Context: an optimization exercise on an open-source flow, tuned for small area, a short achievable clock period and few clock cycles. The choices shown serve that exercise and are no tape-out recipe. In this exercise RTL edits were held to simulation tests only and were not proved equivalent to the original. Power is estimated from default activity; no workload was simulated.

## rev 12
==> flow/design.v (excerpt) <==
module sw_link_core (
    input  wire         clk,
    input  wire         rst,             
    input  wire [7:0]   cfg_self_addr,   
    input  wire [7:0]   cfg_peer_addr,   
    input  wire [6:0]   prog_len,        
    output wire [5:0]   prog_addr,       
    input  wire [7:0]   prog_data,       
    output wire         call_valid,
    output wire [3:0]   call_op,
    output wire [3:0]   call_len,
    output wire [111:0] call_data,
    input  wire         call_ready,
    input  wire         resp_ok,
    input  wire [1:0]   resp_mode,
    input  wire [3:0]   resp_len,
    input  wire [111:0] resp_data,
    input  wire         irq_rx,          
    input  wire         host_req,        
    input  wire [23:0]  host_slots,
    output wire [5:0]   err,
    output wire [1:0]   rej_reason,
    output wire [1:0]   lsm_state,
    output wire [5:0]   ord_code,
    output wire         halted
);
export LEC_CHECK = 0
export ABC_AREA = 1
export CAP_MARGIN = 10
export CORE_MARGIN = 2
export CORE_UTILIZATION = 35
export CTS_CLUSTER_DIAMETER = 150
export CTS_CLUSTER_SIZE = 25
export SETUP_SLACK_MARGIN = 2.8
export SLEW_MARGIN = 10
create_clock -name core_clock -period 5.0 [get_ports {clk}]
standard.sh (not shown) runs the stock make flow with config.mk's settings and CLKGATE_MAP_FILE= SYNTH_SCRIPT=/design/flow/synth_recipe.tcl, a recipe that flattens the netlist after the stock synthesis.
==> flow/flow/run.sh <==
#!/bin/bash
# Standard layout, with the port buffers made of the smallest buffer cell.
set -euo pipefail
export BUFFER_PORTS_ARGS="-buffer_cell sky130_fd_sc_hd__buf_1"
bash standard.sh > standard_flow.log 2>&1
Testbench counts of rev 12, summed over its fixed seeds: cycles 29,868.
### rev 12 -> rev 13
# rev 12
export LEC_CHECK = 0
export ABC_AREA = 1
export CAP_MARGIN = 10
export CORE_MARGIN = 2
export CORE_UTILIZATION = 35
export CTS_CLUSTER_DIAMETER = 150
export CTS_CLUSTER_SIZE = 25
export SETUP_SLACK_MARGIN = 2.8
export SLEW_MARGIN = 10
create_clock -name core_clock -period 5.0 [get_ports {clk}]
# rev 13
export LEC_CHECK = 0
export ABC_AREA = 1
export CAP_MARGIN = 20
export CORE_MARGIN = 2
export CORE_UTILIZATION = 35
export CTS_CLUSTER_DIAMETER = 150
export CTS_CLUSTER_SIZE = 25
export SETUP_SLACK_MARGIN = 2.6
export SLEW_MARGIN = 20
create_clock -name core_clock -period 5.0 [get_ports {clk}]
- The maximum clock frequency of rev 13 is lower than that of rev 12.
- In rev 13, the worst endpoint data arrival time came out 1.37 ns below the value in rev 12.
- [rev 13 vs rev 12] area of all sequential standard cells: lower in rev 13
- There was hardly any difference in share of final layout cell area taken by clock buffers and inverters between rev 13 and rev 12.
- Final cycle utilization of the critical path (lower): rev 12
- Rev 13: layout overhead on the synthesized area lower than rev 12

---

Setup of before:
sw_link_core again, from the RTL that the note above started with.
export LEC_CHECK = 0
export ABC_AREA = 1
export CAP_MARGIN = 20
export CORE_MARGIN = 2
export CORE_UTILIZATION = 35
export CTS_CLUSTER_DIAMETER = 150
export CTS_CLUSTER_SIZE = 25
export SETUP_SLACK_MARGIN = 3.0
export SLEW_MARGIN = 20
create_clock -name core_clock -period 5.0 [get_ports {clk}]
Scripts as last shown in full above: flow/flow/run.sh
Testbench counts of before, summed over its fixed seeds: cycles 29,868.
#### Input delta (after over before)
Settings: CTS_CLUSTER_SIZE: 25 -> 20; SETUP_SLACK_MARGIN: 3.0 -> 2.8.
Notes after the runs:
after finished every stage and its layout cleared the timing, DRC and antenna checks.
In the tables for after and before, power reads lower with before.
[compare] base=before new=after: number of ordinary and repair buffers in the finished layout decreased by 13% relative to the old numbers; remaining max-slew budget at the tightest pin has decreased.

---

Starting RTL as in the previous note.
export LEC_CHECK = 0
export ABC_AREA = 1
export CAP_MARGIN = 20
export CORE_MARGIN = 2
export CORE_UTILIZATION = 35
export CTS_CLUSTER_DIAMETER = 150
export CTS_CLUSTER_SIZE = 25
export SETUP_SLACK_MARGIN = 2.7
export SLEW_MARGIN = 20
create_clock -name core_clock -period 5.0 [get_ports {clk}]
Scripts as last shown in full above: flow/flow/run.sh
Testbench counts at the start, summed over its fixed seeds: cycles 29,868.
==> next run, changes <==
Settings changed: SETUP_SLACK_MARGIN 2.7 to 2.8.
Result:
- core utilization goes up by 0.28 points
- die area stays the same
- first-iteration DRC count goes down by about 5%
- power goes up by 1.3%
- sequential cell count is unchanged
- cell area goes up by about 0.7%
- worst setup slack gains 0.080 ns
- clock power goes up by about 2%
- sequential share of layout area goes down by 0.24 points
==> next run, changes <==
Settings changed: CORE_UTILIZATION 35 to 50, PLACE_DENSITY set to 0.75, SETUP_SLACK_MARGIN 2.8 to 2.4.
Effect: The new run finished with timing, DRC and antenna clean; design area fell by 4.3%; clock skew stays flat; hold slack stays flat.
==> next run, changes <==
Settings changed: CORE_UTILIZATION 50 to 35, PLACE_DENSITY 0.75 to unset.
Routed wire length climbs by roughly a tenth.
Combinational power rose slightly.
Critical path depth stays the same.
Sequential share of layout area went down by 0.94 points.
Via count drops slightly.
Worst hold slack barely changes.
Clock skew is lower by 0.0044 ns.
Non-clock buffer count grows by 10.
Flip-flop and latch count does not change.

separate check: timing with driven ports:
The flow's constraints put no driver on any port. The routed layouts listed below were extracted and timed again, unchanged, in two steps. Step 1, drivers: a clkbuf_16 drives clk and a buf_2 each remaining input, both assumed. Step 2 times the ports against the registers' clock, not the clock port: input delays grow and output delays shrink by t, the midpoint of the rising clock arrivals with the driver on. Three values: ideal, step 1, step 2; two values: the first two.
| run | t (ns) | setup WS [ns] | hold slack, ns |
|---|---|---|---|
| rev 12 | 0.626 | 2.831 / 2.779 / 2.293 | 0.452 / 0.452 / 0.452 |
| rev 13 | 0.634 | 2.683 / 2.625 / 2.156 | 0.453 / 0.453 / 0.453 |
| before | 0.631 | 2.796 / 2.738 / 2.231 | 0.452 / 0.452 / 0.452 |
| after | 0.650 | 2.829 / 2.774 / 2.261 | 0.450 / 0.450 / 0.450 |
| the first run of note 3 | 0.629 | 2.751 / 2.694 / 2.226 | 0.455 / 0.455 / 0.455 |
| the second run of note 3 | 0.626 | 2.831 / 2.779 / 2.293 | 0.452 / 0.452 / 0.452 |
| the third run of note 3 | 0.625 | 2.457 / 2.457 / 1.975 | 0.451 / 0.451 / 0.451 |
| the fourth run of note 3 | 0.633 | 2.452 / 2.452 / 1.926 | 0.454 / 0.454 / 0.454 |
After both steps setup and hold are still met in every run listed. The setup slack of after, which loses most, moves by -0.055 ns with the drivers and by -0.568 ns with both steps.
